Source: an optimization exercise on an open RTL-to-GDS flow (aim: small area, a short achievable clock period and few clock cycles). Production flows keep margins and buffers that such runs may drop.
Function was checked by simulation only, so behaviour that the tests miss may differ from the original.
Power figures rest on the tool's default switching activity, not on a simulated workload.

==> flow/design.v <==
module des_ip (
    input  wire [63:0] x,
    output wire [63:0] y
);
    assign y = {x[6], x[14], x[22], x[30], x[38], x[46], x[54], x[62], x[4], x[12], x[20], x[28], x[36], x[44], x[52], x[60], x[2], x[10], x[18], x[26], x[34], x[42], x[50], x[58], x[0], x[8], x[16], x[24], x[32], x[40], x[48], x[56], x[7], x[15], x[23], x[31], x[39], x[47], x[55], x[63], x[5], x[13], x[21], x[29], x[37], x[45], x[53], x[61], x[3], x[11], x[19], x[27], x[35], x[43], x[51], x[59], x[1], x[9], x[17], x[25], x[33], x[41], x[49], x[57]};
endmodule
module des_fp (
    input  wire [63:0] x,
    output wire [63:0] y
);
    assign y = {x[24], x[56], x[16], x[48], x[8], x[40], x[0], x[32], x[25], x[57], x[17], x[49], x[9], x[41], x[1], x[33], x[26], x[58], x[18], x[50], x[10], x[42], x[2], x[34], x[27], x[59], x[19], x[51], x[11], x[43], x[3], x[35], x[28], x[60], x[20], x[52], x[12], x[44], x[4], x[36], x[29], x[61], x[21], x[53], x[13], x[45], x[5], x[37], x[30], x[62], x[22], x[54], x[14], x[46], x[6], x[38], x[31], x[63], x[23], x[55], x[15], x[47], x[7], x[39]};
endmodule
module des_e (
    input  wire [31:0] x,
    output wire [47:0] y
);
    assign y = {x[0], x[31], x[30], x[29], x[28], x[27], x[28], x[27], x[26], x[25], x[24], x[23], x[24], x[23], x[22], x[21], x[20], x[19], x[20], x[19], x[18], x[17], x[16], x[15], x[16], x[15], x[14], x[13], x[12], x[11], x[12], x[11], x[10], x[9], x[8], x[7], x[8], x[7], x[6], x[5], x[4], x[3], x[4], x[3], x[2], x[1], x[0], x[31]};
endmodule
module des_p (
    input  wire [31:0] x,
    output wire [31:0] y
);
    assign y = {x[16], x[25], x[12], x[11], x[3], x[20], x[4], x[15], x[31], x[17], x[9], x[6], x[27], x[14], x[1], x[22], x[30], x[24], x[8], x[18], x[0], x[5], x[29], x[23], x[13], x[19], x[2], x[26], x[10], x[21], x[28], x[7]};
endmodule
module des_pc1 (
    input  wire [63:0] x,
    output wire [55:0] y
);
    assign y = {x[7], x[15], x[23], x[31], x[39], x[47], x[55], x[63], x[6], x[14], x[22], x[30], x[38], x[46], x[54], x[62], x[5], x[13], x[21], x[29], x[37], x[45], x[53], x[61], x[4], x[12], x[20], x[28], x[1], x[9], x[17], x[25], x[33], x[41], x[49], x[57], x[2], x[10], x[18], x[26], x[34], x[42], x[50], x[58], x[3], x[11], x[19], x[27], x[35], x[43], x[51], x[59], x[36], x[44], x[52], x[60]};
endmodule
module des_pc2 (
    input  wire [55:0] x,
    output wire [47:0] y
);
    assign y = {x[42], x[39], x[45], x[32], x[55], x[51], x[53], x[28], x[41], x[50], x[35], x[46], x[33], x[37], x[44], x[52], x[30], x[48], x[40], x[49], x[29], x[36], x[43], x[54], x[15], x[4], x[25], x[19], x[9], x[1], x[26], x[16], x[5], x[11], x[23], x[8], x[12], x[7], x[17], x[0], x[22], x[3], x[10], x[14], x[6], x[20], x[27], x[24]};
endmodule
module des_sbox (
    input  wire [2:0] sel,
    input  wire [5:0] x,
    output reg  [3:0] y
);
    wire [1:0] row = {x[5], x[0]};
    wire [3:0] col = x[4:1];
    always @(*) begin
        case ({sel, row, col})
            9'd0: y = 4'd14;
            9'd1: y = 4'd4;
            9'd2: y = 4'd13;
            9'd3: y = 4'd1;
            9'd4: y = 4'd2;
            9'd5: y = 4'd15;
            9'd6: y = 4'd11;
            9'd7: y = 4'd8;
            9'd8: y = 4'd3;
            9'd9: y = 4'd10;
            9'd10: y = 4'd6;
            9'd11: y = 4'd12;
            9'd12: y = 4'd5;
            9'd13: y = 4'd9;
            9'd14: y = 4'd0;
            9'd15: y = 4'd7;
            9'd16: y = 4'd0;
            9'd17: y = 4'd15;
            9'd18: y = 4'd7;
            9'd19: y = 4'd4;
            9'd20: y = 4'd14;
            9'd21: y = 4'd2;
            9'd22: y = 4'd13;
            9'd23: y = 4'd1;
            9'd24: y = 4'd10;
            9'd25: y = 4'd6;
            9'd26: y = 4'd12;
            9'd27: y = 4'd11;
            9'd28: y = 4'd9;
            9'd29: y = 4'd5;
            9'd30: y = 4'd3;
            9'd31: y = 4'd8;
            9'd32: y = 4'd4;
            9'd33: y = 4'd1;
            9'd34: y = 4'd14;
            9'd35: y = 4'd8;
            9'd36: y = 4'd13;
            9'd37: y = 4'd6;
            9'd38: y = 4'd2;
            9'd39: y = 4'd11;
            9'd40: y = 4'd15;
            9'd41: y = 4'd12;
            9'd42: y = 4'd9;
            9'd43: y = 4'd7;
            9'd44: y = 4'd3;
            9'd45: y = 4'd10;
            9'd46: y = 4'd5;
            9'd47: y = 4'd0;
            9'd48: y = 4'd15;
            9'd49: y = 4'd12;
            9'd50: y = 4'd8;
            9'd51: y = 4'd2;
            9'd52: y = 4'd4;
            9'd53: y = 4'd9;
            9'd54: y = 4'd1;
            9'd55: y = 4'd7;
            9'd56: y = 4'd5;
            9'd57: y = 4'd11;
            9'd58: y = 4'd3;
            9'd59: y = 4'd14;
            9'd60: y = 4'd10;
            9'd61: y = 4'd0;
            9'd62: y = 4'd6;
            9'd63: y = 4'd13;
            9'd64: y = 4'd15;
            9'd65: y = 4'd1;
            9'd66: y = 4'd8;
            9'd67: y = 4'd14;
            9'd68: y = 4'd6;
            9'd69: y = 4'd11;
            9'd70: y = 4'd3;
            9'd71: y = 4'd4;
            9'd72: y = 4'd9;
            9'd73: y = 4'd7;
            9'd74: y = 4'd2;
            9'd75: y = 4'd13;
            9'd76: y = 4'd12;
            9'd77: y = 4'd0;
            9'd78: y = 4'd5;
            9'd79: y = 4'd10;
            9'd80: y = 4'd3;
            9'd81: y = 4'd13;
            9'd82: y = 4'd4;
            9'd83: y = 4'd7;
            9'd84: y = 4'd15;
            9'd85: y = 4'd2;
            9'd86: y = 4'd8;
            9'd87: y = 4'd14;
            9'd88: y = 4'd12;
            9'd89: y = 4'd0;
            9'd90: y = 4'd1;
            9'd91: y = 4'd10;
            9'd92: y = 4'd6;
            9'd93: y = 4'd9;
            9'd94: y = 4'd11;
            9'd95: y = 4'd5;
            9'd96: y = 4'd0;
            9'd97: y = 4'd14;
            9'd98: y = 4'd7;
            9'd99: y = 4'd11;
            9'd100: y = 4'd10;
            9'd101: y = 4'd4;
            9'd102: y = 4'd13;
            9'd103: y = 4'd1;
            9'd104: y = 4'd5;
            9'd105: y = 4'd8;
            9'd106: y = 4'd12;
            9'd107: y = 4'd6;
            9'd108: y = 4'd9;
            9'd109: y = 4'd3;
            9'd110: y = 4'd2;
            9'd111: y = 4'd15;
            9'd112: y = 4'd13;
            9'd113: y = 4'd8;
            9'd114: y = 4'd10;
            9'd115: y = 4'd1;
            9'd116: y = 4'd3;
            9'd117: y = 4'd15;
            9'd118: y = 4'd4;
            9'd119: y = 4'd2;
            9'd120: y = 4'd11;
            9'd121: y = 4'd6;
            9'd122: y = 4'd7;
            9'd123: y = 4'd12;
            9'd124: y = 4'd0;
            9'd125: y = 4'd5;
            9'd126: y = 4'd14;
            9'd127: y = 4'd9;
            9'd128: y = 4'd10;
            9'd129: y = 4'd0;
            9'd130: y = 4'd9;
            9'd131: y = 4'd14;
            9'd132: y = 4'd6;
            9'd133: y = 4'd3;
            9'd134: y = 4'd15;
            9'd135: y = 4'd5;
            9'd136: y = 4'd1;
            9'd137: y = 4'd13;
            9'd138: y = 4'd12;
            9'd139: y = 4'd7;
            9'd140: y = 4'd11;
            9'd141: y = 4'd4;
            9'd142: y = 4'd2;
            9'd143: y = 4'd8;
            9'd144: y = 4'd13;
            9'd145: y = 4'd7;
            9'd146: y = 4'd0;
            9'd147: y = 4'd9;
            9'd148: y = 4'd3;
            9'd149: y = 4'd4;
            9'd150: y = 4'd6;
            9'd151: y = 4'd10;
            9'd152: y = 4'd2;
            9'd153: y = 4'd8;
            9'd154: y = 4'd5;
            9'd155: y = 4'd14;
            9'd156: y = 4'd12;
            9'd157: y = 4'd11;
            9'd158: y = 4'd15;
            9'd159: y = 4'd1;
            9'd160: y = 4'd13;
            9'd161: y = 4'd6;
            9'd162: y = 4'd4;
            9'd163: y = 4'd9;
            9'd164: y = 4'd8;
            9'd165: y = 4'd15;
            9'd166: y = 4'd3;
            9'd167: y = 4'd0;
            9'd168: y = 4'd11;
            9'd169: y = 4'd1;
            9'd170: y = 4'd2;
            9'd171: y = 4'd12;
            9'd172: y = 4'd5;
            9'd173: y = 4'd10;
            9'd174: y = 4'd14;
            9'd175: y = 4'd7;
            9'd176: y = 4'd1;
            9'd177: y = 4'd10;
            9'd178: y = 4'd13;
            9'd179: y = 4'd0;
            9'd180: y = 4'd6;
            9'd181: y = 4'd9;
            9'd182: y = 4'd8;
            9'd183: y = 4'd7;
            9'd184: y = 4'd4;
            9'd185: y = 4'd15;
            9'd186: y = 4'd14;
            9'd187: y = 4'd3;
            9'd188: y = 4'd11;
            9'd189: y = 4'd5;
            9'd190: y = 4'd2;
            9'd191: y = 4'd12;
            9'd192: y = 4'd7;
            9'd193: y = 4'd13;
            9'd194: y = 4'd14;
            9'd195: y = 4'd3;
            9'd196: y = 4'd0;
            9'd197: y = 4'd6;
            9'd198: y = 4'd9;
            9'd199: y = 4'd10;
            9'd200: y = 4'd1;
            9'd201: y = 4'd2;
            9'd202: y = 4'd8;
            9'd203: y = 4'd5;
            9'd204: y = 4'd11;
            9'd205: y = 4'd12;
            9'd206: y = 4'd4;
            9'd207: y = 4'd15;
            9'd208: y = 4'd13;
            9'd209: y = 4'd8;
            9'd210: y = 4'd11;
            9'd211: y = 4'd5;
            9'd212: y = 4'd6;
            9'd213: y = 4'd15;
            9'd214: y = 4'd0;
            9'd215: y = 4'd3;
            9'd216: y = 4'd4;
            9'd217: y = 4'd7;
            9'd218: y = 4'd2;
            9'd219: y = 4'd12;
            9'd220: y = 4'd1;
            9'd221: y = 4'd10;
            9'd222: y = 4'd14;
            9'd223: y = 4'd9;
            9'd224: y = 4'd10;
            9'd225: y = 4'd6;
            9'd226: y = 4'd9;
            9'd227: y = 4'd0;
            9'd228: y = 4'd12;
            9'd229: y = 4'd11;
            9'd230: y = 4'd7;
            9'd231: y = 4'd13;
            9'd232: y = 4'd15;
            9'd233: y = 4'd1;
            9'd234: y = 4'd3;
            9'd235: y = 4'd14;
            9'd236: y = 4'd5;
            9'd237: y = 4'd2;
            9'd238: y = 4'd8;
            9'd239: y = 4'd4;
            9'd240: y = 4'd3;
            9'd241: y = 4'd15;
            9'd242: y = 4'd0;
            9'd243: y = 4'd6;
            9'd244: y = 4'd10;
            9'd245: y = 4'd1;
            9'd246: y = 4'd13;
            9'd247: y = 4'd8;
            9'd248: y = 4'd9;
            9'd249: y = 4'd4;
            9'd250: y = 4'd5;
            9'd251: y = 4'd11;
            9'd252: y = 4'd12;
            9'd253: y = 4'd7;
            9'd254: y = 4'd2;
            9'd255: y = 4'd14;
            9'd256: y = 4'd2;
            9'd257: y = 4'd12;
            9'd258: y = 4'd4;
            9'd259: y = 4'd1;
            9'd260: y = 4'd7;
            9'd261: y = 4'd10;
            9'd262: y = 4'd11;
            9'd263: y = 4'd6;
            9'd264: y = 4'd8;
            9'd265: y = 4'd5;
            9'd266: y = 4'd3;
            9'd267: y = 4'd15;
            9'd268: y = 4'd13;
            9'd269: y = 4'd0;
            9'd270: y = 4'd14;
            9'd271: y = 4'd9;
            9'd272: y = 4'd14;
            9'd273: y = 4'd11;
            9'd274: y = 4'd2;
            9'd275: y = 4'd12;
            9'd276: y = 4'd4;
            9'd277: y = 4'd7;
            9'd278: y = 4'd13;
            9'd279: y = 4'd1;
            9'd280: y = 4'd5;
            9'd281: y = 4'd0;
            9'd282: y = 4'd15;
            9'd283: y = 4'd10;
            9'd284: y = 4'd3;
            9'd285: y = 4'd9;
            9'd286: y = 4'd8;
            9'd287: y = 4'd6;
            9'd288: y = 4'd4;
            9'd289: y = 4'd2;
            9'd290: y = 4'd1;
            9'd291: y = 4'd11;
            9'd292: y = 4'd10;
            9'd293: y = 4'd13;
            9'd294: y = 4'd7;
            9'd295: y = 4'd8;
            9'd296: y = 4'd15;
            9'd297: y = 4'd9;
            9'd298: y = 4'd12;
            9'd299: y = 4'd5;
            9'd300: y = 4'd6;
            9'd301: y = 4'd3;
            9'd302: y = 4'd0;
            9'd303: y = 4'd14;
            9'd304: y = 4'd11;
            9'd305: y = 4'd8;
            9'd306: y = 4'd12;
            9'd307: y = 4'd7;
            9'd308: y = 4'd1;
            9'd309: y = 4'd14;
            9'd310: y = 4'd2;
            9'd311: y = 4'd13;
            9'd312: y = 4'd6;
            9'd313: y = 4'd15;
            9'd314: y = 4'd0;
            9'd315: y = 4'd9;
            9'd316: y = 4'd10;
            9'd317: y = 4'd4;
            9'd318: y = 4'd5;
            9'd319: y = 4'd3;
            9'd320: y = 4'd12;
            9'd321: y = 4'd1;
            9'd322: y = 4'd10;
            9'd323: y = 4'd15;
            9'd324: y = 4'd9;
            9'd325: y = 4'd2;
            9'd326: y = 4'd6;
            9'd327: y = 4'd8;
            9'd328: y = 4'd0;
            9'd329: y = 4'd13;
            9'd330: y = 4'd3;
            9'd331: y = 4'd4;
            9'd332: y = 4'd14;
            9'd333: y = 4'd7;
            9'd334: y = 4'd5;
            9'd335: y = 4'd11;
            9'd336: y = 4'd10;
            9'd337: y = 4'd15;
            9'd338: y = 4'd4;
            9'd339: y = 4'd2;
            9'd340: y = 4'd7;
            9'd341: y = 4'd12;
            9'd342: y = 4'd9;
            9'd343: y = 4'd5;
            9'd344: y = 4'd6;
            9'd345: y = 4'd1;
            9'd346: y = 4'd13;
            9'd347: y = 4'd14;
            9'd348: y = 4'd0;
            9'd349: y = 4'd11;
            9'd350: y = 4'd3;
            9'd351: y = 4'd8;
            9'd352: y = 4'd9;
            9'd353: y = 4'd14;
            9'd354: y = 4'd15;
            9'd355: y = 4'd5;
            9'd356: y = 4'd2;
            9'd357: y = 4'd8;
            9'd358: y = 4'd12;
            9'd359: y = 4'd3;
            9'd360: y = 4'd7;
            9'd361: y = 4'd0;
            9'd362: y = 4'd4;
            9'd363: y = 4'd10;
            9'd364: y = 4'd1;
            9'd365: y = 4'd13;
            9'd366: y = 4'd11;
            9'd367: y = 4'd6;
            9'd368: y = 4'd4;
            9'd369: y = 4'd3;
            9'd370: y = 4'd2;
            9'd371: y = 4'd12;
            9'd372: y = 4'd9;
            9'd373: y = 4'd5;
            9'd374: y = 4'd15;
            9'd375: y = 4'd10;
            9'd376: y = 4'd11;
            9'd377: y = 4'd14;
            9'd378: y = 4'd1;
            9'd379: y = 4'd7;
            9'd380: y = 4'd6;
            9'd381: y = 4'd0;
            9'd382: y = 4'd8;
            9'd383: y = 4'd13;
            9'd384: y = 4'd4;
            9'd385: y = 4'd11;
            9'd386: y = 4'd2;
            9'd387: y = 4'd14;
            9'd388: y = 4'd15;
            9'd389: y = 4'd0;
            9'd390: y = 4'd8;
            9'd391: y = 4'd13;
            9'd392: y = 4'd3;
            9'd393: y = 4'd12;
            9'd394: y = 4'd9;
            9'd395: y = 4'd7;
            9'd396: y = 4'd5;
            9'd397: y = 4'd10;
            9'd398: y = 4'd6;
            9'd399: y = 4'd1;
            9'd400: y = 4'd13;
            9'd401: y = 4'd0;
            9'd402: y = 4'd11;
            9'd403: y = 4'd7;
            9'd404: y = 4'd4;
            9'd405: y = 4'd9;
            9'd406: y = 4'd1;
            9'd407: y = 4'd10;
            9'd408: y = 4'd14;
            9'd409: y = 4'd3;
            9'd410: y = 4'd5;
            9'd411: y = 4'd12;
            9'd412: y = 4'd2;
            9'd413: y = 4'd15;
            9'd414: y = 4'd8;
            9'd415: y = 4'd6;
            9'd416: y = 4'd1;
            9'd417: y = 4'd4;
            9'd418: y = 4'd11;
            9'd419: y = 4'd13;
            9'd420: y = 4'd12;
            9'd421: y = 4'd3;
            9'd422: y = 4'd7;
            9'd423: y = 4'd14;
            9'd424: y = 4'd10;
            9'd425: y = 4'd15;
            9'd426: y = 4'd6;
            9'd427: y = 4'd8;
            9'd428: y = 4'd0;
            9'd429: y = 4'd5;
            9'd430: y = 4'd9;
            9'd431: y = 4'd2;
            9'd432: y = 4'd6;
            9'd433: y = 4'd11;
            9'd434: y = 4'd13;
            9'd435: y = 4'd8;
            9'd436: y = 4'd1;
            9'd437: y = 4'd4;
            9'd438: y = 4'd10;
            9'd439: y = 4'd7;
            9'd440: y = 4'd9;
            9'd441: y = 4'd5;
            9'd442: y = 4'd0;
            9'd443: y = 4'd15;
            9'd444: y = 4'd14;
            9'd445: y = 4'd2;
            9'd446: y = 4'd3;
            9'd447: y = 4'd12;
            9'd448: y = 4'd13;
            9'd449: y = 4'd2;
            9'd450: y = 4'd8;
            9'd451: y = 4'd4;
            9'd452: y = 4'd6;
            9'd453: y = 4'd15;
            9'd454: y = 4'd11;
            9'd455: y = 4'd1;
            9'd456: y = 4'd10;
            9'd457: y = 4'd9;
            9'd458: y = 4'd3;
            9'd459: y = 4'd14;
            9'd460: y = 4'd5;
            9'd461: y = 4'd0;
            9'd462: y = 4'd12;
            9'd463: y = 4'd7;
            9'd464: y = 4'd1;
            9'd465: y = 4'd15;
            9'd466: y = 4'd13;
            9'd467: y = 4'd8;
            9'd468: y = 4'd10;
            9'd469: y = 4'd3;
            9'd470: y = 4'd7;
            9'd471: y = 4'd4;
            9'd472: y = 4'd12;
            9'd473: y = 4'd5;
            9'd474: y = 4'd6;
            9'd475: y = 4'd11;
            9'd476: y = 4'd0;
            9'd477: y = 4'd14;
            9'd478: y = 4'd9;
            9'd479: y = 4'd2;
            9'd480: y = 4'd7;
            9'd481: y = 4'd11;
            9'd482: y = 4'd4;
            9'd483: y = 4'd1;
            9'd484: y = 4'd9;
            9'd485: y = 4'd12;
            9'd486: y = 4'd14;
            9'd487: y = 4'd2;
            9'd488: y = 4'd0;
            9'd489: y = 4'd6;
            9'd490: y = 4'd10;
            9'd491: y = 4'd13;
            9'd492: y = 4'd15;
            9'd493: y = 4'd3;
            9'd494: y = 4'd5;
            9'd495: y = 4'd8;
            9'd496: y = 4'd2;
            9'd497: y = 4'd1;
            9'd498: y = 4'd14;
            9'd499: y = 4'd7;
            9'd500: y = 4'd4;
            9'd501: y = 4'd10;
            9'd502: y = 4'd8;
            9'd503: y = 4'd13;
            9'd504: y = 4'd15;
            9'd505: y = 4'd12;
            9'd506: y = 4'd9;
            9'd507: y = 4'd0;
            9'd508: y = 4'd3;
            9'd509: y = 4'd5;
            9'd510: y = 4'd6;
            9'd511: y = 4'd11;
            default: y = 4'd0;
        endcase
    end
endmodule
module gf16_mul (
    input  wire [3:0] a,
    input  wire [3:0] b,
    output wire [3:0] y
);
    wire [6:0] p;
    assign p[0] = a[0] & b[0];
    assign p[1] = (a[1] & b[0]) ^ (a[0] & b[1]);
    assign p[2] = (a[2] & b[0]) ^ (a[1] & b[1]) ^ (a[0] & b[2]);
    assign p[3] = (a[3] & b[0]) ^ (a[2] & b[1]) ^ (a[1] & b[2]) ^ (a[0] & b[3]);
    assign p[4] = (a[3] & b[1]) ^ (a[2] & b[2]) ^ (a[1] & b[3]);
    assign p[5] = (a[3] & b[2]) ^ (a[2] & b[3]);
    assign p[6] = a[3] & b[3];
    assign y = {p[3] ^ p[6], p[2] ^ p[6] ^ p[5], p[1] ^ p[5] ^ p[4], p[0] ^ p[4]};
endmodule
module gf16_inv (
    input  wire [3:0] x,
    output reg  [3:0] y
);
    always @(*) begin
        case (x)
            4'd0: y = 4'd0;
            4'd1: y = 4'd1;
            4'd2: y = 4'd9;
            4'd3: y = 4'd14;
            4'd4: y = 4'd13;
            4'd5: y = 4'd11;
            4'd6: y = 4'd7;
            4'd7: y = 4'd6;
            4'd8: y = 4'd15;
            4'd9: y = 4'd2;
            4'd10: y = 4'd12;
            4'd11: y = 4'd5;
            4'd12: y = 4'd10;
            4'd13: y = 4'd4;
            4'd14: y = 4'd3;
            4'd15: y = 4'd8;
            default: y = 4'd0;
        endcase
    end
endmodule
module aes_sbox_shared (
    input  wire       dec,
    input  wire [7:0] x,
    output wire [7:0] y
);
    wire [7:0] ue, ud, u, v, ye, yd;
    assign ue[0] = x[0] ^ x[5] ^ x[7];
    assign ue[1] = x[2];
    assign ue[2] = x[2] ^ x[3] ^ x[4] ^ x[5] ^ x[6] ^ x[7];
    assign ue[3] = x[3] ^ x[4];
    assign ue[4] = x[4] ^ x[5] ^ x[6];
    assign ue[5] = x[1] ^ x[4] ^ x[6] ^ x[7];
    assign ue[6] = x[2] ^ x[3] ^ x[5] ^ x[7];
    assign ue[7] = x[5] ^ x[7];
    assign ud[0] = ~(x[1] ^ x[5] ^ x[6]);
    assign ud[1] = ~(x[1] ^ x[4] ^ x[7]);
    assign ud[2] = ~(x[1] ^ x[4]);
    assign ud[3] = x[0] ^ x[1] ^ x[2] ^ x[3] ^ x[5] ^ x[6];
    assign ud[4] = x[0] ^ x[1] ^ x[2] ^ x[4] ^ x[5] ^ x[6] ^ x[7];
    assign ud[5] = x[3] ^ x[4] ^ x[5] ^ x[6];
    assign ud[6] = ~(x[0] ^ x[4] ^ x[5] ^ x[6]);
    assign ud[7] = x[1] ^ x[2] ^ x[6] ^ x[7];
    assign u = dec ? ud : ue;
    aes_tinv u_inv (.m(u), .y(v));
    assign ye[0] = ~(v[0] ^ v[2] ^ v[6]);
    assign ye[1] = ~(v[0] ^ v[1] ^ v[2] ^ v[3] ^ v[4] ^ v[5]);
    assign ye[2] = v[0] ^ v[3] ^ v[5] ^ v[6];
    assign ye[3] = v[0] ^ v[2] ^ v[5];
    assign ye[4] = v[0] ^ v[1] ^ v[3] ^ v[4] ^ v[5];
    assign ye[5] = ~(v[1] ^ v[2] ^ v[3] ^ v[5] ^ v[6] ^ v[7]);
    assign ye[6] = ~(v[4] ^ v[6] ^ v[7]);
    assign ye[7] = v[1] ^ v[2];
    assign yd[0] = v[0] ^ v[7];
    assign yd[1] = v[4] ^ v[5] ^ v[7];
    assign yd[2] = v[1];
    assign yd[3] = v[1] ^ v[6] ^ v[7];
    assign yd[4] = v[1] ^ v[3] ^ v[6] ^ v[7];
    assign yd[5] = v[2] ^ v[4] ^ v[6];
    assign yd[6] = v[1] ^ v[2] ^ v[3] ^ v[7];
    assign yd[7] = v[2] ^ v[4] ^ v[6] ^ v[7];
    assign y = dec ? yd : ye;
endmodule
module aes_sbox_fwd (
    input  wire [7:0] x,
    output wire [7:0] y
);
    wire [7:0] u, v;
    assign u[0] = x[0] ^ x[5] ^ x[7];
    assign u[1] = x[2];
    assign u[2] = x[2] ^ x[3] ^ x[4] ^ x[5] ^ x[6] ^ x[7];
    assign u[3] = x[3] ^ x[4];
    assign u[4] = x[4] ^ x[5] ^ x[6];
    assign u[5] = x[1] ^ x[4] ^ x[6] ^ x[7];
    assign u[6] = x[2] ^ x[3] ^ x[5] ^ x[7];
    assign u[7] = x[5] ^ x[7];
    aes_tinv u_inv (.m(u), .y(v));
    assign y[0] = ~(v[0] ^ v[2] ^ v[6]);
    assign y[1] = ~(v[0] ^ v[1] ^ v[2] ^ v[3] ^ v[4] ^ v[5]);
    assign y[2] = v[0] ^ v[3] ^ v[5] ^ v[6];
    assign y[3] = v[0] ^ v[2] ^ v[5];
    assign y[4] = v[0] ^ v[1] ^ v[3] ^ v[4] ^ v[5];
    assign y[5] = ~(v[1] ^ v[2] ^ v[3] ^ v[5] ^ v[6] ^ v[7]);
    assign y[6] = ~(v[4] ^ v[6] ^ v[7]);
    assign y[7] = v[1] ^ v[2];
endmodule
module aes_tinv (
    input  wire [7:0] m,
    output wire [7:0] y
);
    wire [3:0] a = m[7:4];
    wire [3:0] b = m[3:0];
    wire [3:0] ab, d_inv, hi, lo;
    wire [3:0] a2l = {a[0] ^ a[2] ^ a[3], a[1], a[1] ^ a[2] ^ a[3], a[2]};
    wire [3:0] b2  = {b[3], b[1] ^ b[3], b[2], b[0] ^ b[2]};
    gf16_mul u_ab (.a(a), .b(b), .y(ab));
    gf16_inv u_di (.x(a2l ^ ab ^ b2), .y(d_inv));
    gf16_mul u_hi (.a(a), .b(d_inv), .y(hi));
    gf16_mul u_lo (.a(a ^ b), .b(d_inv), .y(lo));
    assign y = {hi, lo};
endmodule
module aes_mixcol (
    input  wire [31:0] a,
    output wire [31:0] y
);
    wire [7:0] a0 = a[31:24], a1 = a[23:16], a2 = a[15:8], a3 = a[7:0];
    wire [7:0] d0 = {a0[6:0], 1'b0} ^ (a0[7] ? 8'h1b : 8'h00);
    wire [7:0] d1 = {a1[6:0], 1'b0} ^ (a1[7] ? 8'h1b : 8'h00);
    wire [7:0] d2 = {a2[6:0], 1'b0} ^ (a2[7] ? 8'h1b : 8'h00);
    wire [7:0] d3 = {a3[6:0], 1'b0} ^ (a3[7] ? 8'h1b : 8'h00);
    assign y[31:24] = d0 ^ d1 ^ a1 ^ a2 ^ a3;
    assign y[23:16] = a0 ^ d1 ^ d2 ^ a2 ^ a3;
    assign y[15:8]  = a0 ^ a1 ^ d2 ^ d3 ^ a3;
    assign y[7:0]   = d0 ^ a0 ^ a1 ^ a2 ^ d3;
endmodule
module aes_imc_pre (
    input  wire [31:0] a,
    output wire [31:0] y
);
    wire [7:0] a0 = a[31:24], a1 = a[23:16], a2 = a[15:8], a3 = a[7:0];
    wire [7:0] e = a0 ^ a2, f = a1 ^ a3;
    wire [7:0] e2 = {e[6:0], 1'b0} ^ (e[7] ? 8'h1b : 8'h00);
    wire [7:0] e4 = {e2[6:0], 1'b0} ^ (e2[7] ? 8'h1b : 8'h00);
    wire [7:0] f2 = {f[6:0], 1'b0} ^ (f[7] ? 8'h1b : 8'h00);
    wire [7:0] f4 = {f2[6:0], 1'b0} ^ (f2[7] ? 8'h1b : 8'h00);
    assign y = {a0 ^ e4, a1 ^ f4, a2 ^ e4, a3 ^ f4};
endmodule
module aes_round (
    input  wire [127:0] st,
    input  wire [127:0] rk,
    input  wire         dec,
    input  wire         last,
    output wire [127:0] y
);
    wire [127:0] sb, sr, isr, sh, shk, pre, mci, mco;
    genvar i, r, c;
    generate
        for (i = 0; i < 16; i = i + 1) begin : g_sub
            aes_sbox_shared u_sbox (.dec(dec), .x(st[127-8*i -: 8]), .y(sb[127-8*i -: 8]));
        end
        for (c = 0; c < 4; c = c + 1) begin : g_col
            for (r = 0; r < 4; r = r + 1) begin : g_row
                assign sr[127-8*(r+4*c) -: 8]  = sb[127-8*(r+4*((c+r)%4)) -: 8];
                assign isr[127-8*(r+4*c) -: 8] = sb[127-8*(r+4*((c+4-r)%4)) -: 8];
            end
            aes_imc_pre u_pre (.a(shk[127-32*c -: 32]), .y(pre[127-32*c -: 32]));
            aes_mixcol  u_mc  (.a(mci[127-32*c -: 32]), .y(mco[127-32*c -: 32]));
        end
    endgenerate
    assign sh  = dec ? isr : sr;
    assign shk = sh ^ rk;
    assign mci = dec ? pre : sh;
    assign y = last ? shk : dec ? mco : (mco ^ rk);
endmodule
module aes_kstep (
    input  wire [255:0] w,
    input  wire [1:0]   variant,    
    input  wire [3:0]   r,
    input  wire         bwd,
    input  wire [7:0]   rc_in,
    output wire [255:0] y,
    output wire [7:0]   rc_out
);
    wire [31:0] w0 = w[255:224], w1 = w[223:192], w2 = w[191:160], w3 = w[159:128];
    wire [31:0] w4 = w[127:96],  w5 = w[95:64],   w6 = w[63:32],   w7 = w[31:0];
    wire nk4 = (variant == 2'd1);
    wire nk6 = (variant == 2'd2);
    wire nk8 = !nk4 && !nk6;
    reg [1:0] r3;                        
    always @(*) begin
        case (r)
            4'd0, 4'd3, 4'd6, 4'd9, 4'd12, 4'd15: r3 = 2'd0;
            4'd1, 4'd4, 4'd7, 4'd10, 4'd13:       r3 = 2'd1;
            default:                              r3 = 2'd2;
        endcase
    end
    reg        use_sub, pos2, rot;
    reg [31:0] sin;
    always @(*) begin
        use_sub = 1'b1; pos2 = 1'b0; rot = 1'b1; sin = w3;
        if (!bwd) begin
            if (nk4) begin
                sin = w3;
            end else if (nk6) begin
                use_sub = (r3 != 2'd2);
                pos2    = (r3 == 2'd1);
                sin     = (r3 == 2'd1) ? (w0 ^ w1 ^ w5) : w5;
            end else begin
                sin = w7;
                rot = !r[0];
            end
        end else begin
            if (nk4) begin
                sin = w3 ^ w2;
            end else if (nk6) begin
                use_sub = (r3 != 2'd0);
                pos2    = (r3 == 2'd2);
                sin     = (r3 == 2'd2) ? w3 : w1;
            end else begin
                sin = w3;
                rot = r[0];
            end
        end
    end
    wire [7:0] rc_x = {rc_in[6:0], 1'b0} ^ (rc_in[7] ? 8'h1b : 8'h00);
    wire [7:0] rc_i = rc_in[0] ? ({1'b1, 7'd0} | ((rc_in ^ 8'h1b) >> 1)) : (rc_in >> 1);
    wire [7:0] rc_use = bwd ? rc_i : rc_in;
    assign rc_out = (use_sub && rot) ? (bwd ? rc_i : rc_x) : rc_in;
    wire [31:0] s_in = rot ? {sin[23:0], sin[31:24]} : sin;
    wire [31:0] s_out;
    genvar b;
    generate
        for (b = 0; b < 4; b = b + 1) begin : g_ks
            aes_sbox_fwd u_s (.x(s_in[31-8*b -: 8]), .y(s_out[31-8*b -: 8]));
        end
    endgenerate
    wire [31:0] t = s_out ^ (rot ? {rc_use, 24'd0} : 32'd0);
    wire inc0 = use_sub && !pos2;                    
    wire inc2 = use_sub;                             
    wire [31:0] fprev = (nk6 && r3 != 2'd0) ? w5 : 32'd0;    
    wire [31:0] c0 = w0;
    wire [31:0] c1 = w0 ^ w1;
    wire [31:0] c2 = c1 ^ w2;
    wire [31:0] c3 = c2 ^ w3;
    wire [31:0] fl0 = c0 ^ fprev;
    wire [31:0] fl1 = c1 ^ fprev;
    wire [31:0] fl2 = pos2 ? w2 : (c2 ^ fprev);
    wire [31:0] fl3 = pos2 ? (w2 ^ w3) : (c3 ^ fprev);
    wire        fi0 = inc0, fi1 = inc0, fi2 = inc2, fi3 = inc2;
    wire [31:0] h0 = nk4 ? w0 : nk6 ? w2 : w4;
    wire [31:0] h1 = nk4 ? w1 : nk6 ? w3 : w5;
    wire [31:0] h2 = nk4 ? w2 : nk6 ? w4 : w6;
    wire [31:0] h3 = nk4 ? w3 : nk6 ? w5 : w7;
    wire [31:0] l0 = nk6 ? w1 : w3;
    wire [31:0] l1 = nk4 ? w0 : nk6 ? w2 : w4;
    wire [31:0] l2 = nk4 ? w1 : nk6 ? w3 : w5;
    wire [31:0] l3 = nk4 ? w2 : nk6 ? w4 : w6;
    wire        bs0 = use_sub && !pos2;
    wire        bs2 = use_sub && pos2;
    wire [31:0] bl0 = bs0 ? h0 : (h0 ^ l0);
    wire [31:0] bl1 = h1 ^ l1;
    wire [31:0] bl2 = bs2 ? h2 : (h2 ^ l2);
    wire [31:0] bl3 = h3 ^ l3;
    reg [31:0] y0, y1, y2, y3, y4, y5, y6, y7;
    reg        i0, i1, i2, i3, i4, i5, i6, i7;
    always @(*) begin
        {i0, i1, i2, i3, i4, i5, i6, i7} = 8'd0;
        if (!bwd) begin
            if (nk4) begin
                {y0, y1, y2, y3, y4, y5, y6, y7} = {fl0, fl1, fl2, fl3, w4, w5, w6, w7};
                {i0, i1, i2, i3} = {fi0, fi1, fi2, fi3};
            end else if (nk6) begin
                {y0, y1, y2, y3, y4, y5, y6, y7} = {w4, w5, fl0, fl1, fl2, fl3, w6, w7};
                {i2, i3, i4, i5} = {fi0, fi1, fi2, fi3};
            end else begin
                {y0, y1, y2, y3, y4, y5, y6, y7} = {w4, w5, w6, w7, fl0, fl1, fl2, fl3};
                {i4, i5, i6, i7} = {fi0, fi1, fi2, fi3};
            end
        end else begin
            {i0, i1, i2, i3} = {bs0, 1'b0, bs2, 1'b0};
            if (nk4)      {y0, y1, y2, y3, y4, y5, y6, y7} = {bl0, bl1, bl2, bl3, w4, w5, w6, w7};
            else if (nk6) {y0, y1, y2, y3, y4, y5, y6, y7} = {bl0, bl1, bl2, bl3, w0, w1, w6, w7};
            else          {y0, y1, y2, y3, y4, y5, y6, y7} = {bl0, bl1, bl2, bl3, w0, w1, w2, w3};
        end
    end
    assign y = {y0 ^ (i0 ? t : 32'd0), y1 ^ (i1 ? t : 32'd0), y2 ^ (i2 ? t : 32'd0), y3 ^ (i3 ? t : 32'd0),
                y4 ^ (i4 ? t : 32'd0), y5 ^ (i5 ? t : 32'd0), y6 ^ (i6 ? t : 32'd0), y7 ^ (i7 ? t : 32'd0)};
endmodule
module des_f (
    input  wire [31:0] r,
    input  wire [47:0] k,
    output wire [31:0] y
);
    wire [47:0] e;
    wire [47:0] x;
    wire [31:0] s;
    des_e u_e (.x(r), .y(e));
    assign x = e ^ k;
    genvar j;
    generate
        for (j = 0; j < 8; j = j + 1) begin : g_s
            des_sbox u_s (.sel(j[2:0]), .x(x[47-6*j -: 6]), .y(s[31-4*j -: 4]));
        end
    endgenerate
    des_p u_p (.x(s), .y(y));
endmodule
module des_round (
    input  wire [63:0] lr,
    input  wire [55:0] cd,
    input  wire        dec,
    input  wire        two,      
    output wire [63:0] lr_o,
    output wire [55:0] cd_o
);
    wire [27:0] c = cd[55:28];
    wire [27:0] d = cd[27:0];
    wire [27:0] cl = two ? {c[25:0], c[27:26]} : {c[26:0], c[27]};
    wire [27:0] dl = two ? {d[25:0], d[27:26]} : {d[26:0], d[27]};
    wire [27:0] cr = two ? {c[1:0], c[27:2]} : {c[0], c[27:1]};
    wire [27:0] dr = two ? {d[1:0], d[27:2]} : {d[0], d[27:1]};
    assign cd_o = dec ? {cr, dr} : {cl, dl};
    wire [47:0] k;
    des_pc2 u_pc2 (.x(cd_o), .y(k));
    wire [31:0] fo;
    des_f u_f (.r(lr[31:0]), .k(k), .y(fo));
    assign lr_o = {lr[31:0], lr[63:32] ^ fo};
endmodule
module cipher_core (
    input  wire        clk,
    input  wire        rst,
    input  wire        bus_valid,
    input  wire        bus_we,
    input  wire [5:0]  bus_addr,
    input  wire [31:0] bus_wdata,
    output wire        bus_ready,
    output reg         rd_valid,
    output reg  [31:0] rd_data
);
    localparam DES_RPC = 2;              
    localparam [3:0] DES_LAST = 16 / DES_RPC - 1;
    localparam [2:0] ERR_OK     = 3'd0;
    localparam [2:0] ERR_CONFIG = 3'd1;
    localparam [2:0] ERR_LENGTH = 3'd2;
    localparam [2:0] ERR_CMD    = 3'd4;
    localparam [1:0] J_ENC = 2'd0;       
    localparam [1:0] J_DEC = 2'd1;       
    localparam [1:0] J_KS  = 2'd2;       
    localparam [1:0] J_KX  = 2'd3;       
    reg  [31:0]  key_w  [0:7];
    reg  [31:0]  din_w  [0:3];
    reg  [31:0]  dout_w [0:3];
    reg  [2:0]   err;
    reg          ctx_valid;
    reg  [1:0]   variant;
    reg          ofb_active;
    reg  [127:0] s_reg;                  
    reg          rdy;
    reg  [1:0]   qn;
    reg          q0_we, q1_we;
    reg  [5:0]   q0_a, q1_a;
    reg  [31:0]  q0_d, q1_d;
    reg  [5:0]   q0_c, q1_c;             
    assign bus_ready = rdy;
    wire [31:0] bw = bus_wdata;
    wire [5:0] bus_c = {(bw & 32'hFFFEFFC0) == 32'h01000000,
                        (bw & 32'hFFFFFFC0) == 32'h02000000,
                        (bw & 32'hFFFFFFC0) == 32'h03000000,
                        (bw & 32'hFFFFFFC0) == 32'h04000000,
                        (bw & 32'hFFFFFFC0) == 32'h05000000,
                        bw == 32'h06000000};
    wire acc   = bus_valid && rdy;
    wire q0_v  = (qn != 2'd0);
    wire q_ex;                           
    wire [1:0] qn_after = qn - {1'b0, q_ex};
    wire [1:0] qn_nx    = qn_after + {1'b0, acc};
    always @(posedge clk) begin
        if (rst) begin
            qn  <= 2'd0;
            rdy <= 1'b1;
        end else begin
            qn  <= qn_nx;
            rdy <= (qn_nx != 2'd2);
        end
    end
    always @(posedge clk) begin
        if (acc && qn_after == 2'd0) begin
            q0_we <= bus_we; q0_a <= bus_addr; q0_d <= bus_wdata; q0_c <= bus_c;
        end else if (q_ex && qn == 2'd2) begin
            q0_we <= q1_we; q0_a <= q1_a; q0_d <= q1_d; q0_c <= q1_c;
        end
        if (acc && qn_after != 2'd0) begin
            q1_we <= bus_we; q1_a <= bus_addr; q1_d <= bus_wdata; q1_c <= bus_c;
        end
    end
    wire h_wr   = q0_v && q0_we;
    wire h_rd   = q0_v && !q0_we;
    wire a_cmd  = (q0_a == 6'h00);
    wire a_stat = (q0_a == 6'h01);
    wire a_key  = (q0_a[5:3] == 3'b001);
    wire a_din  = (q0_a[5:2] == 4'h4);
    wire a_dout = (q0_a[5:2] == 4'h5);
    wire [31:0] c = q0_d;
    wire [5:0]  c_len = c[5:0];
    wire is_keyld = q0_c[5];
    wire is_enc   = q0_c[4];
    wire is_dec   = q0_c[3];
    wire is_ofbiv = q0_c[2];
    wire is_ofbx  = q0_c[1];
    wire is_clear = q0_c[0];
    wire kl_des    = !c[16] && (c_len == 6'd8);
    wire kl_aes128 =  c[16] && (c_len == 6'd16);
    wire kl_aes192 =  c[16] && (c_len == 6'd24);
    wire kl_aes256 =  c[16] && (c_len == 6'd32);
    wire kl_ok     = kl_des || kl_aes128 || kl_aes192 || kl_aes256;
    wire [1:0] kl_variant = kl_aes128 ? 2'd1 : kl_aes192 ? 2'd2 : kl_aes256 ? 2'd3 : 2'd0;
    wire       is_des_ctx = (variant == 2'd0);
    wire [5:0] blk_bytes  = is_des_ctx ? 6'd8 : 6'd16;
    wire [3:0] nr         = (variant == 2'd1) ? 4'd10 : (variant == 2'd2) ? 4'd12 : 4'd14;
    reg [2:0] cmd_err;
    always @(*) begin
        if (is_keyld)
            cmd_err = kl_ok ? ERR_OK : ERR_CONFIG;
        else if (is_enc || is_dec || is_ofbiv)
            cmd_err = !ctx_valid ? ERR_CMD : (c_len != blk_bytes) ? ERR_LENGTH : ERR_OK;
        else if (is_ofbx)
            cmd_err = (!ctx_valid || !ofb_active) ? ERR_CMD :
                      (c_len == 6'd0 || c_len > blk_bytes) ? ERR_LENGTH : ERR_OK;
        else if (is_clear)
            cmd_err = ERR_OK;
        else
            cmd_err = ERR_CMD;
    end
    wire cmd_ok = (cmd_err == ERR_OK);
    reg          busy;
    reg  [1:0]   job;
    reg  [3:0]   cnt;
    reg  [127:0] st;                     
    reg  [255:0] kw;                     
    reg  [63:0]  dlr;                    
    reg  [55:0]  dcd;                    
    reg  [255:0] kx;                     
    reg  [7:0]   rc;                     
    reg          xs;                     
    reg          wv;                     
    reg          ks_valid;               
    wire abortable = (job == J_KS) || (job == J_KX);
    wire dout_pend = busy && !abortable;
    reg  [2:0]   rq_n;
    reg  [1:0]   rq_k [0:3];
    reg          rq_v [0:3];             
    reg  [6:0]   rq_p [0:3];
    reg          dver;                   
    wire rq_head_ok = (rq_n != 3'd0) && ((rq_k[0] != 2'd0) || (rq_v[0] == dver));
    wire rq_old = ((rq_n > 3'd0) && rq_k[0] == 2'd0 && rq_v[0] == dver) ||
                  ((rq_n > 3'd1) && rq_k[1] == 2'd0 && rq_v[1] == dver) ||
                  ((rq_n > 3'd2) && rq_k[2] == 2'd0 && rq_v[2] == dver) ||
                  ((rq_n > 3'd3) && rq_k[3] == 2'd0 && rq_v[3] == dver);
    wire [6:0] status_p = {err, variant, ofb_active, ctx_valid};
    function [31:0] status_word(input [6:0] p);
        status_word = {21'd0, p[6:4], 2'd0, p[3:2], 2'd0, p[1], p[0]};
    endfunction
    wire rd_direct_ok = (rq_n == 3'd0) && !(a_dout && dout_pend);
    wire rd_can_q     = (rq_n != 3'd4) && !a_din;
    wire rd_ex        = h_rd && (rd_direct_ok || rd_can_q);
    wire rd_enq       = rd_ex && !rd_direct_ok;
    wire rd_dir       = rd_ex && rd_direct_ok;
    wire e_fin;
    wire eng_free = !busy || e_fin;
    wire aes_dec_ready = is_des_ctx || !xs || wv || e_fin;
    reg  cmd_go;
    always @(*) begin
        cmd_go = 1'b1;
        if (cmd_ok) begin
            if (is_keyld)              cmd_go = !busy || abortable;
            else if (is_enc)           cmd_go = eng_free;
            else if (is_dec)           cmd_go = eng_free && aes_dec_ready;
            else if (is_ofbx)          cmd_go = ks_valid && (rq_n == 3'd0);
            else if (is_clear)         cmd_go = !dout_pend && (rq_n == 3'd0);
        end
    end
    wire cmd_ex = h_wr && a_cmd && cmd_go;
    wire wr_ex  = h_wr && !a_cmd;
    assign q_ex = rd_ex || cmd_ex || wr_ex;
    wire x_keyld = cmd_ex && cmd_ok && is_keyld;
    wire x_enc   = cmd_ex && cmd_ok && is_enc;
    wire x_dec   = cmd_ex && cmd_ok && is_dec;
    wire x_ofbiv = cmd_ex && cmd_ok && is_ofbiv;
    wire x_ofbx  = cmd_ex && cmd_ok && is_ofbx;
    wire x_clear = cmd_ex && cmd_ok && is_clear;
    wire bg_free = !busy && !cmd_ex;
    wire st_ks   = bg_free && ofb_active && !ks_valid;
    wire st_kx   = bg_free && !st_ks && ctx_valid && !is_des_ctx && xs && !wv;
    wire x_ofbx_full = x_ofbx && (c_len == blk_bytes);
    wire x_ofbiv_go  = x_ofbiv && !busy;
    wire start     = x_enc || x_dec || st_ks || st_kx || x_ofbx_full || x_ofbiv_go;
    wire start_dec = x_dec;
    wire [1:0] start_job = x_enc ? J_ENC : x_dec ? J_DEC : st_kx ? J_KX : J_KS;
    wire [127:0] din_blk = {din_w[0], din_w[1], din_w[2], din_w[3]};
    wire [127:0] ks_blk;
    wire [127:0] in_blk  = st_ks ? s_reg : x_ofbx_full ? ks_blk : din_blk;
    wire         idle_dec = h_wr && a_cmd && is_dec && aes_dec_ready;
    wire         kbusy  = busy && !e_last;
    wire         e_dec  = kbusy ? (job == J_DEC) : idle_dec;
    wire [3:0]   e_r    = kbusy ? cnt : (idle_dec ? nr : 4'd0);
    wire [255:0] begin_w = (xs ^ idle_dec) ? kx : kw;
    wire [255:0] ks_in  = kbusy ? kw : begin_w;
    wire [7:0]   rc_beg = !idle_dec ? 8'h01 :
                          (variant == 2'd1) ? 8'h6c : (variant == 2'd2) ? 8'h1b : 8'h80;
    wire [7:0]   ks_rc  = kbusy ? rc : rc_beg;
    wire [255:0] ks_out;
    wire [7:0]   ks_rco;
    aes_kstep u_kstep (
        .w(ks_in), .variant(variant), .r(e_r), .bwd(e_dec), .rc_in(ks_rc),
        .y(ks_out), .rc_out(ks_rco)
    );
    wire aes_last = (job == J_DEC) ? (cnt == 4'd0) : (cnt == nr);
    wire [127:0] aes_out;
    aes_round u_round (
        .st(st), .rk(kw[255:128]), .dec(job == J_DEC), .last(aes_last), .y(aes_out)
    );
    wire [63:0] des_ip_out;
    des_ip u_ip (.x(in_blk[127:64]), .y(des_ip_out));
    wire [55:0] c0d0 = kx[55:0];
    wire [55:0] c1d1 = {c0d0[54:28], c0d0[55], c0d0[26:0], c0d0[27]};
    wire [63:0] dl [0:DES_RPC];
    wire [55:0] dc [0:DES_RPC];
    assign dl[0] = dlr;
    assign dc[0] = dcd;
    genvar gi;
    generate
        for (gi = 0; gi < DES_RPC; gi = gi + 1) begin : g_des
            wire [3:0] rn = cnt * DES_RPC + gi;
            wire two = !((rn == 4'd0) || (rn == 4'd1) || (rn == 4'd8) || (rn == 4'd15));
            des_round u_dr (
                .lr(dl[gi]), .cd(dc[gi]), .dec(job == J_DEC), .two(two),
                .lr_o(dl[gi+1]), .cd_o(dc[gi+1])
            );
        end
    endgenerate
    wire [63:0] des_res;
    des_fp u_fp (.x({dl[DES_RPC][31:0], dl[DES_RPC][63:32]}), .y(des_res));
    wire e_des   = is_des_ctx;
    wire e_last  = e_des ? (cnt == DES_LAST) : aes_last;
    wire e_wdout = (job == J_ENC) || (job == J_DEC);
    wire h_enc_wait = h_wr && a_cmd && cmd_ok && is_enc;
    wire e_abort = ((x_keyld || x_ofbiv || x_clear) || h_enc_wait) && busy && abortable;
    wire e_done  = busy && e_last && !(e_wdout && rq_old) && !e_abort;
    wire e_hold  = busy && e_last && (e_wdout && rq_old);
    assign e_fin = busy && e_last && !e_hold && (job != J_KS);
    wire [127:0] e_res = e_des ? {des_res, 64'd0} : aes_out;
    assign ks_blk = e_des ? {dlr, 64'd0} : st;
    wire [127:0] len_mask = ~({128{1'b1}} >> {c_len, 3'd0});
    wire [127:0] ofb_out  = (ks_blk ^ din_blk) & len_mask;
    wire [55:0] des_pc1_of_key;
    des_pc1 u_pc1 (.x({key_w[0], key_w[1]}), .y(des_pc1_of_key));
    always @(posedge clk) begin
        if (start) begin
            cnt <= e_des ? 4'd0 : (start_dec ? nr - 4'd1 : 4'd1);
            if (e_des) begin
                dlr <= des_ip_out;
                dcd <= start_dec ? c1d1 : c0d0;
            end else begin
                st <= in_blk ^ begin_w[255:128];
                kw <= ks_out;
                rc <= ks_rco;
                if (!(xs ^ idle_dec))
                    kx <= kw;
            end
        end else if (busy && !e_hold) begin
            if (e_des) begin
                dlr <= e_last ? des_res : dl[DES_RPC];
                dcd <= dc[DES_RPC];
                cnt <= cnt + 4'd1;
            end else begin
                if (job != J_KX)
                    st <= aes_out;
                if (!e_last) begin
                    kw <= ks_out;
                    rc <= ks_rco;
                end
                cnt <= (job == J_DEC) ? cnt - 4'd1 : cnt + 4'd1;
            end
        end
        if (x_keyld)
            kx <= kl_des ? {200'd0, des_pc1_of_key} :
                  {key_w[0], key_w[1], key_w[2], key_w[3], key_w[4], key_w[5], key_w[6], key_w[7]};
    end
    integer k;
    always @(posedge clk) begin
        if (rst) begin
            for (k = 0; k < 8; k = k + 1) key_w[k] <= 32'd0;
            for (k = 0; k < 4; k = k + 1) begin
                din_w[k]  <= 32'd0;
                dout_w[k] <= 32'd0;
            end
            err        <= ERR_OK;
            ctx_valid  <= 1'b0;
            variant    <= 2'd0;
            ofb_active <= 1'b0;
            s_reg      <= 128'd0;
            rd_valid   <= 1'b0;
            rd_data    <= 32'd0;
            busy       <= 1'b0;
            job        <= J_ENC;
            xs         <= 1'b1;
            wv         <= 1'b0;
            ks_valid   <= 1'b0;
            rq_n       <= 3'd0;
            dver       <= 1'b0;
        end else begin
            rd_valid <= rq_head_ok || rd_dir;
            if (rq_head_ok) begin
                case (rq_k[0])
                    2'd0:    rd_data <= dout_w[rq_p[0][1:0]];
                    2'd1:    rd_data <= status_word(rq_p[0]);
                    default: rd_data <= 32'd0;
                endcase
            end else if (rd_dir) begin
                if (a_stat)
                    rd_data <= status_word(status_p);
                else if (a_din)
                    rd_data <= din_w[q0_a[1:0]];
                else if (a_dout)
                    rd_data <= dout_w[q0_a[1:0]];
                else
                    rd_data <= 32'd0;
            end
            begin : rq_upd
                reg [2:0] n;
                n = rq_n;
                if (rq_head_ok) begin
                    for (k = 0; k < 3; k = k + 1) begin
                        rq_k[k] <= rq_k[k+1];
                        rq_v[k] <= rq_v[k+1];
                        rq_p[k] <= rq_p[k+1];
                    end
                    n = n - 3'd1;
                end
                if (rd_enq) begin
                    rq_k[n[1:0]] <= a_dout ? 2'd0 : a_stat ? 2'd1 : 2'd2;
                    rq_v[n[1:0]] <= dver ^ dout_pend;
                    rq_p[n[1:0]] <= a_stat ? status_p : {5'd0, q0_a[1:0]};
                    n = n + 3'd1;
                end
                rq_n <= n;
            end
            if (wr_ex && a_key)
                key_w[q0_a[2:0]] <= q0_d;
            if (wr_ex && a_din)
                din_w[q0_a[1:0]] <= q0_d;
            if (cmd_ex)
                err <= cmd_err;
            if (x_keyld) begin
                ctx_valid  <= 1'b1;
                variant    <= kl_variant;
                ofb_active <= 1'b0;
                xs         <= 1'b1;
                wv         <= 1'b0;
                ks_valid   <= 1'b0;
            end
            if (x_ofbiv) begin
                s_reg      <= is_des_ctx ? {din_blk[127:64], 64'd0} : din_blk;
                ofb_active <= 1'b1;
                ks_valid   <= 1'b0;
            end
            if (x_ofbx) begin
                dout_w[0] <= ofb_out[127:96];
                dout_w[1] <= ofb_out[95:64];
                dout_w[2] <= ofb_out[63:32];
                dout_w[3] <= ofb_out[31:0];
                s_reg     <= ks_blk;
                ks_valid  <= 1'b0;
                if (c_len != blk_bytes)
                    ofb_active <= 1'b0;
            end
            if (x_clear) begin
                for (k = 0; k < 8; k = k + 1) key_w[k] <= 32'd0;
                for (k = 0; k < 4; k = k + 1) begin
                    din_w[k]  <= 32'd0;
                    dout_w[k] <= 32'd0;
                end
                ctx_valid  <= 1'b0;
                variant    <= 2'd0;
                ofb_active <= 1'b0;
                s_reg      <= 128'd0;
                ks_valid   <= 1'b0;
            end
            if (e_abort)
                busy <= 1'b0;
            if (e_done) begin
                busy <= 1'b0;
                wv   <= 1'b1;
                if (job == J_KS)
                    ks_valid <= 1'b1;
                if (e_wdout) begin
                    dout_w[0] <= e_res[127:96];
                    dout_w[1] <= e_res[95:64];
                    dout_w[2] <= e_res[63:32];
                    dout_w[3] <= e_res[31:0];
                    dver      <= !dver;
                end
            end
            if (start) begin
                busy <= 1'b1;
                job  <= start_job;
                if (!e_des) begin
                    xs <= !start_dec;
                    wv <= 1'b0;
                end
                if (x_enc || x_dec)
                    ks_valid <= 1'b0;
            end
        end
    end
endmodule
==> flow/run.sh <==
#!/bin/bash
# synth_recipe.tcl (not shown) runs the flow's synth.tcl, then flattens the netlist and writes it again
# the make line also repeats each setting of config.mk as NAME=value (left out here)
make -C /OpenROAD-flow-scripts/flow DESIGN_CONFIG=/design/flow/config.mk WORK_HOME=/design/flow/orfs CLKGATE_MAP_FILE= SYNTH_SCRIPT=/design/flow/synth_recipe.tcl finish
==> flow/config.mk <==
export PLATFORM = sky130hd
export DESIGN_NAME = cipher_core
export DESIGN_NICKNAME = cipher_core
export VERILOG_FILES = /design/flow/design.v
export SDC_FILE = /design/flow/constraint.sdc
export NUM_CORES = 4
export LEC_CHECK = 0
export CAP_MARGIN = 40
export CORE_MARGIN = 2
export CORE_UTILIZATION = 30
export PLACE_DENSITY = 0.45
export SETUP_SLACK_MARGIN = 3
export SLEW_MARGIN = 40
==> flow/constraint.sdc <==
create_clock -name core_clock -period 12.0 [get_ports {clk}]
set_input_delay 2.4000 -clock core_clock [delete_from_list [all_inputs] [get_ports {clk}]]
set_output_delay 2.4000 -clock core_clock [all_outputs]
set_load 0.01 [all_outputs]
==> results of run 1 <==
## routing by layer
layer  up-vias  wire (um)  part of all wire, %
met5         -        168                0.018
met4        24      85400                  9.0
met3      2108     109000                   11
met2      9110     392000                   41
met1     81500     365000                   38
li1      70600          -                    -
## critical path: cells and delay by family (launching register included)
family,cells,cell delay (ns)
xor gates and xnor gates,10,2.60
and+or+nand+nor,4,0.58
muxes,2,0.39
DFF,1,0.44
AOI/OAI and AO/OA,13,2.53
buffers and inverters,10,1.59
adders and majority gates,3,0.86
## logic make-up (layout without fill, tap and decap cells)
| group | count (synthesis) | count (layout) | share of synthesized area (%) |
|---|---|---|---|
| muxes | 1365 | 1365 | 9.68 |
| buffers and inverters | 1723 | 2783 | 4.26 |
| DFF | 1597 | 1597 | 26.8 |
| and+or+nand+nor | 6288 | 6289 | 16.9 |
| AOI/OAI and AO/OA | 4359 | 4359 | 16.0 |
| adders and majority gates | 329 | 329 | 2.45 |
| xor gates and xnor gates | 3817 | 3817 | 24.0 |
| other | 0 | 106 | 0 |
## layout by cell type (no fill, tap or decap), drive strengths merged, types with 296 or more instances in the layout
| master | instances |
|---|---|
| inv | 327 |
| xnor3 | 344 |
| dfxtp | 311 |
| edfxtp | 1286 |
| o21ai | 1383 |
| nor3 | 420 |
| and2 | 436 |
| xnor2 | 2184 |
| nand2 | 2379 |
| a21oi | 1309 |
| nor2 | 1791 |
| ha | 325 |
| buf | 1981 |
| nand3 | 411 |
| a211oi | 296 |
| xor2 | 1195 |
| mux2i | 1065 |
## cell type report
type | instances | area (um^2) | area share, %
antenna | 106 | 265 | 0.127
clock buffer | 274 | 5560 | 2.65
clock inverter | 105 | 1060 | 0.508
inverter | 331 | 1280 | 0.613
multi-input combinational | 16200 | 128000 | 61.2
sequential | 1597 | 44900 | 21.4
tap | 7452 | 9320 | 4.45
timing repair buffer | 2073 | 18900 | 9.03
## timing repair
item | in CTS | in global routing
cloned | 11 | 7
hold buffers | 0 | 0
setup endpoints to repair | 485 | 469
setup buffers | 536 | 561
resized for setup | 1110 | 1003
pin swaps | 362 | 514
endpoints found under the hold margin | 0 | 0
## power by group through the flow
| stage | Clock, mW | Combinational (mW) | Sequential, mW |
|---|---|---|---|
| 2_1_floorplan | 0 | 28.1 | 9.71 |
| 3_3_place_gp | 0 | 43.3 | 9.78 |
| 3_5_place_dp | 0 | 44.1 | 9.79 |
| 4_1_cts | 6.50 | 54.8 | 9.71 |
| 5_1_grt | 6.69 | 71.1 | 9.74 |
| 6_report | 6.51 | 68.9 | 9.72 |
## worst paths after layout
kind	startpoint	endpoint	slack (ns)
max	cnt[0]	kw[5]	2.62
min	s_reg[4]	s_reg[4]	0.49
max reg2reg	cnt[0]	kw[5]	2.62
min reg2reg	s_reg[4]	s_reg[4]	0.49
## stage by stage
step	hold slack [ns]	worst slack, ns	cell area [um^2]	std cells	utilization (%)
floorplan	0.454	1.39	169000	19500	-
global placement	0.466	0.152	180000	26400	32.3
detailed placement	0.475	0.382	181000	26500	32.6
CTS	0.488	2.80	199000	27400	35.7
global route	0.511	2.46	209000	28000	37.6
finish	0.487	2.62	210000	28100	37.7
==> impl_metrics.env, run 1 <==
export IMPL_outcome="complete, no violations"
export IMPL_crit_required_ns=12.69
export IMPL_setup_violations=0
export IMPL_syn_inst=19500
export IMPL_async_flop_share_pct=0
export IMPL_grt_start_max_net_pins=171
export IMPL_met2_usage_pct=46.3
export IMPL_grt_pass1_wl_um=1260000
export IMPL_synth_nets=19800
export IMPL_routed_wl_um=952000
export IMPL_pwr_share_seq_pct=11.4
export IMPL_worst_r2r_cell_count=42
export IMPL_reg_top3="key_w x256, kw x256, kx x256"
export IMPL_min_period_ns=9.38
export IMPL_use_met1_pct=40.3
export IMPL_ys_warnings_count=6
export IMPL_hp_class="register to register"
export IMPL_p_leak_nw=80.8
export IMPL_skew_ns=0.103
export IMPL_slew_headroom_pct=23.9
export IMPL_clkPwrFrac_pct=7.6
export IMPL_die_h_um=751
export IMPL_clk_latency_ns=1.03
export IMPL_combPwrFrac_pct=80.9
export IMPL_die_w_um=751
export IMPL_final_hold_violation_count=0
export IMPL_critPathLaunchType="register"
export IMPL_fillers=56600
export IMPL_wl_per_cell_um=33.9
export IMPL_place_detailed_hpwl_um=719000
export IMPL_critical_path_arrival_ns=10.07
export IMPL_crit_path_end_kind="register"
export IMPL_gp_congestion=1.03
export IMPL_rows=274
export IMPL_htreeDepth=4
export IMPL_critPathKind="register to register"
export IMPL_swShare_pct=45.9
export IMPL_ys_types=134
export IMPL_maxCapViolations=0
export IMPL_period_share_pct=78.2
export IMPL_grt_overflow=0
export IMPL_ios=76
export IMPL_drt_initial_drc_count=21000
export IMPL_syn_avg_cell_area_um2=8.60
export IMPL_die_area_mm2=0.564
export IMPL_setup_tns_ns=0
export IMPL_cp_max_fo=7
export IMPL_cts_num_sinks=1597
export IMPL_yosys_most_used_dff="edfxtp_1"
export IMPL_power_density_mw_per_mm2=406
export IMPL_synth_commonest_cells="2377 x nand2_1, 2133 x xnor2_1, 1787 x nor2_1, 1325 x o21ai_0, 1296 x a21oi_1"
export IMPL_io_buffer_count=75
export IMPL_vias=163000
export IMPL_fp_coreArea_mm2=0.556
export IMPL_grt_pass1_vias=147000
export IMPL_fmax_ghz=0.107
export IMPL_clk_path_buf_depth=4
export IMPL_max_vdd_ir_drop_mv=1.51
export IMPL_power_switching_mw=39.1
export IMPL_grt_use_met3_pct=9.73
export IMPL_initial_core_util_pct=30.1
export IMPL_clkTransAtPathRegs_ns=0.07
export IMPL_grt_setup_unrepaired="true"
export IMPL_slowest_stage="xnor3_2"
export IMPL_drc=0
export IMPL_dr_pass1_iters=8
export IMPL_area_delta_synth_final_pct=25.1
export IMPL_cts_buffers_inserted=206
export IMPL_p_int_mw=46.0
export IMPL_postRouteAntennaNets=0
export IMPL_power_mw=85.1
export IMPL_synth_edf_count=1286
export IMPL_ys_ff_latch=1597
export IMPL_busiest_layer="met2"
export IMPL_min_path_cells=2
export IMPL_worst_pin_slew_ns=1.14
export IMPL_grtUsageTotal_pct=32.0
export IMPL_yosys_area_top_type="edfxtp_1"
export IMPL_viasPerCell=5.81
export IMPL_clock_root_buffer="clkbuf_16"
export IMPL_slew_violations=0
export IMPL_tritoncts="yes"
export IMPL_critPathMostFrequentCell="buf_4"
export IMPL_syn_area_mm2=0.167
export IMPL_antenna_found_initial=100
export IMPL_max_stage_delay_ns=0.49
export IMPL_synth_top_cells_by_area="edfxtp_1 23%, xnor2_1 11%, mux2i_1 6.2%"
export IMPL_nets=20700
export IMPL_drive_gt1_share_pct=22.4
export IMPL_yosysSeqAreaShare_pct=26.8
export IMPL_synth_top_area_share_pct=23.1
export IMPL_synth_most_common_cell="nand2_1"
Testbench counts, summed over its fixed seeds: cycles 16,960.
==> run 2, diff against run 1 <==
--- a/flow/config.mk
+++ b/flow/config.mk
@@ -9,5 +9,5 @@
 export CORE_MARGIN = 2
 export CORE_UTILIZATION = 30
 export PLACE_DENSITY = 0.45
-export SETUP_SLACK_MARGIN = 3
+export SETUP_SLACK_MARGIN = 0.3
 export SLEW_MARGIN = 40
==> impl_metrics.env, run 2 <==
export IMPL_syn_area_mm2=0.167
export IMPL_setup_tns_ns=0
export IMPL_clock_root_buffer="clkbuf_16"
export IMPL_grt_pass1_wl_um=1240000
export IMPL_grtUsageTotal_pct=31.4
export IMPL_p_int_mw=30.1
export IMPL_r2r_end="kw[158]"
export IMPL_drive_gt1_share_pct=10.7
export IMPL_endpoint="kw[158]"
export IMPL_fmax_ghz=0.0874
export IMPL_place_area_mm2=0.181
export IMPL_clkPwrFrac_pct=10.8
export IMPL_worst_r2r_cell_count=38
export IMPL_cts_num_sinks=1597
export IMPL_dr_pass1_iters=7
export IMPL_grt_setup_unrepaired="false"
export IMPL_critPathLaunchType="register"
export IMPL_place_detailed_hpwl_um=718000
export IMPL_skew_ns=0.0784
export IMPL_drc=0
export IMPL_min_period_ns=11.44
export IMPL_r2r_start="variant[0]"
export IMPL_synth_most_common_cell="nand2_1"
export IMPL_antenna_found_initial=96
export IMPL_hp_class="register to register"
export IMPL_die_area_mm2=0.564
export IMPL_grt_start_max_net_pins=191
export IMPL_synth_top_cells_by_area="edfxtp_1 23%, xnor2_1 11%, mux2i_1 6.2%"
export IMPL_htreeDepth=4
export IMPL_ys_warnings_count=6
export IMPL_synthMuxAreaShare_pct=9.68
export IMPL_ys_ff_latch=1597
export IMPL_synth_adder_area_share_pct=2.45
export IMPL_p_leak_nw=71.2
export IMPL_synth_top_area_share_pct=23.1
export IMPL_synth_commonest_cells="2377 x nand2_1, 2133 x xnor2_1, 1787 x nor2_1, 1325 x o21ai_0, 1296 x a21oi_1"
export IMPL_synth_top_family_by_area="XOR/XNOR gates"
export IMPL_ios=76
export IMPL_clk_path_buf_depth=4
export IMPL_reg_top3="key_w x256, kw x256, kx x256"
export IMPL_outcome="complete, no violations"
export IMPL_maxCapViolations=0
export IMPL_critical_path_arrival_ns=12.26
export IMPL_swShare_pct=50.8
export IMPL_synth_simple_area_share_pct=16.9
export IMPL_die_h_um=751
export IMPL_final_cell_mix="2367 x nand2_1, 2068 x xnor2_1, 1766 x nor2_1"
export IMPL_pwr_share_seq_pct=15.6
export IMPL_grt_pass1_vias=143000
export IMPL_power_switching_mw=31.1
export IMPL_syn_avg_cell_area_um2=8.60
export IMPL_die_w_um=751
export IMPL_routed_wl_um=925000
export IMPL_nets=19600
export IMPL_vias=157000
export IMPL_final_hold_violation_count=0
export IMPL_max_vdd_ir_drop_mv=1.24
export IMPL_drt_initial_drc_count=21700
export IMPL_postRouteAntennaNets=0
export IMPL_synth_edf_count=1286
export IMPL_async_flop_share_pct=0
export IMPL_worst_pin_slew_ns=1.03
export IMPL_fillers=58000
export IMPL_crit_path_end_kind="register"
export IMPL_yosysSeqAreaShare_pct=26.8
export IMPL_slew_headroom_pct=29.1
export IMPL_slowest_stage="mux2i_2"
export IMPL_yosys_most_used_dff="edfxtp_1"
export IMPL_final_util_pct=33.9
export IMPL_area_delta_synth_final_pct=12.6
export IMPL_syn_inst=19500
==> run 2: cell counts after synthesis <==
No cell type changed its count.
==> run 2: cell type report <==
cell class / instances / area, um^2 / area share (%)
multi-input cells: 16200 / 118000 / 62.5
flip-flops and latches: 1597 / 44800 / 23.8
well taps: 7452 / 9320 / 4.94
repair buffers: 935 / 8340 / 4.42
clock buffers: 269 / 5540 / 2.94
inverters: 331 / 1250 / 0.664
clock inverters: 102 / 1210 / 0.644
diodes: 95 / 238 / 0.126
==> run 2: worst max-delay path: cells and delay by family, from the launching register on <==
| kind | cells | cell delay, ns |
|---|---|---|
| buffers and inverters | 11 | 2.27 |
| xor gates and xnor gates | 9 | 2.62 |
| DFF | 1 | 0.46 |
| AOI/OAI and AO/OA | 8 | 3.00 |
| muxes | 3 | 1.36 |
| adders and majority gates | 3 | 0.65 |
| and+or+nand+nor | 4 | 0.83 |
==> run 2: stage by stage <==
stage	total power [mW]	hold slack, ns	instances	setup WS [ns]
after CTS	59.5	0.491	26800	0.442
final	61.3	0.489	26900	0.564
after global routing	63.1	0.505	26900	0.341
after global placement	52.5	0.467	26400	0.0620
after floorplan	37.8	0.454	19500	0.328
after detailed placement	52.8	0.478	26400	0.484
==> run 2: layer usage <==
layer	global-route usage (%)	vias up	routed length, um
li1	-	68400	-
met1	40.0	77700	362000
met2	44.8	8746	378000
met3	8.69	2007	100000
met5	0	-	155
met4	24.2	22	84800
==> run 2: worst min path at each step <==
stage                           from         end  cells past startpoint  slack (ns)
after floorplan           s_reg[113]  s_reg[113]                      2        0.45
after global placement     s_reg[17]   s_reg[17]                      2        0.47
after detailed placement   s_reg[39]   s_reg[39]                      2        0.48
after CTS                  s_reg[31]   s_reg[31]                      2        0.49
after global routing        s_reg[0]    s_reg[0]                      2        0.50
final                      s_reg[59]   s_reg[59]                      2        0.49
==> run 2: kinds of logic (layout without fill, tap and decap cells) <==
logic type	Yosys count	after routing
other cells	0	95
fa+ha+maj	329	329
compound gates	4359	4359
xor+xnor	3817	3817
simple gates	6288	6288
buf+inv	1723	1637
mux	1365	1365
flops	1597	1597
==> run 2: what timing repair did <==
action,CTS,global route
buffers inserted,0,13
hold endpoints to repair,0,0
hold buffers,0,0
resized for setup,0,25
setup endpoints to repair,0,189
==> run 2: power groups by stage <==
stage / logic, mW / registers, mW / clock network [mW]
floorplan: 28.1 / 9.71 / 0
global placement: 42.8 / 9.68 / 0
detailed placement: 43.1 / 9.68 / 0
CTS: 43.3 / 9.56 / 6.61
global route: 46.7 / 9.60 / 6.81
finish: 45.1 / 9.58 / 6.62

afterwards: timing with drivers on the ports:
No port has a modelled driver above. Below, the same layouts with a new extraction and two added sets of constraints. Step 1, drivers: a clkbuf_16 drives clk and a buf_2 each remaining input, both assumed. Step 2 moves the port delays by t, midway between the first and last clock arrival at a register: inputs arrive t later, outputs are due t later. That takes back most of the time a late clock gives input paths. Three values: ideal ports, drivers, drivers and shift; two values: the first two.
| run | t, ns | setup WS [ns] | latest minus earliest clock arrival (ns) | cell pins on the clock port's net |
|---|---|---|---|---|
| run 1 | 1.077 | 2.621 / 2.621 / 2.621 | 0.104 / 0.105 | 1 |
| run 2 | 1.093 | 0.564 / 0.564 / 0.564 | 0.080 / 0.080 | 1 |
After both steps setup and hold are still met in every run listed.
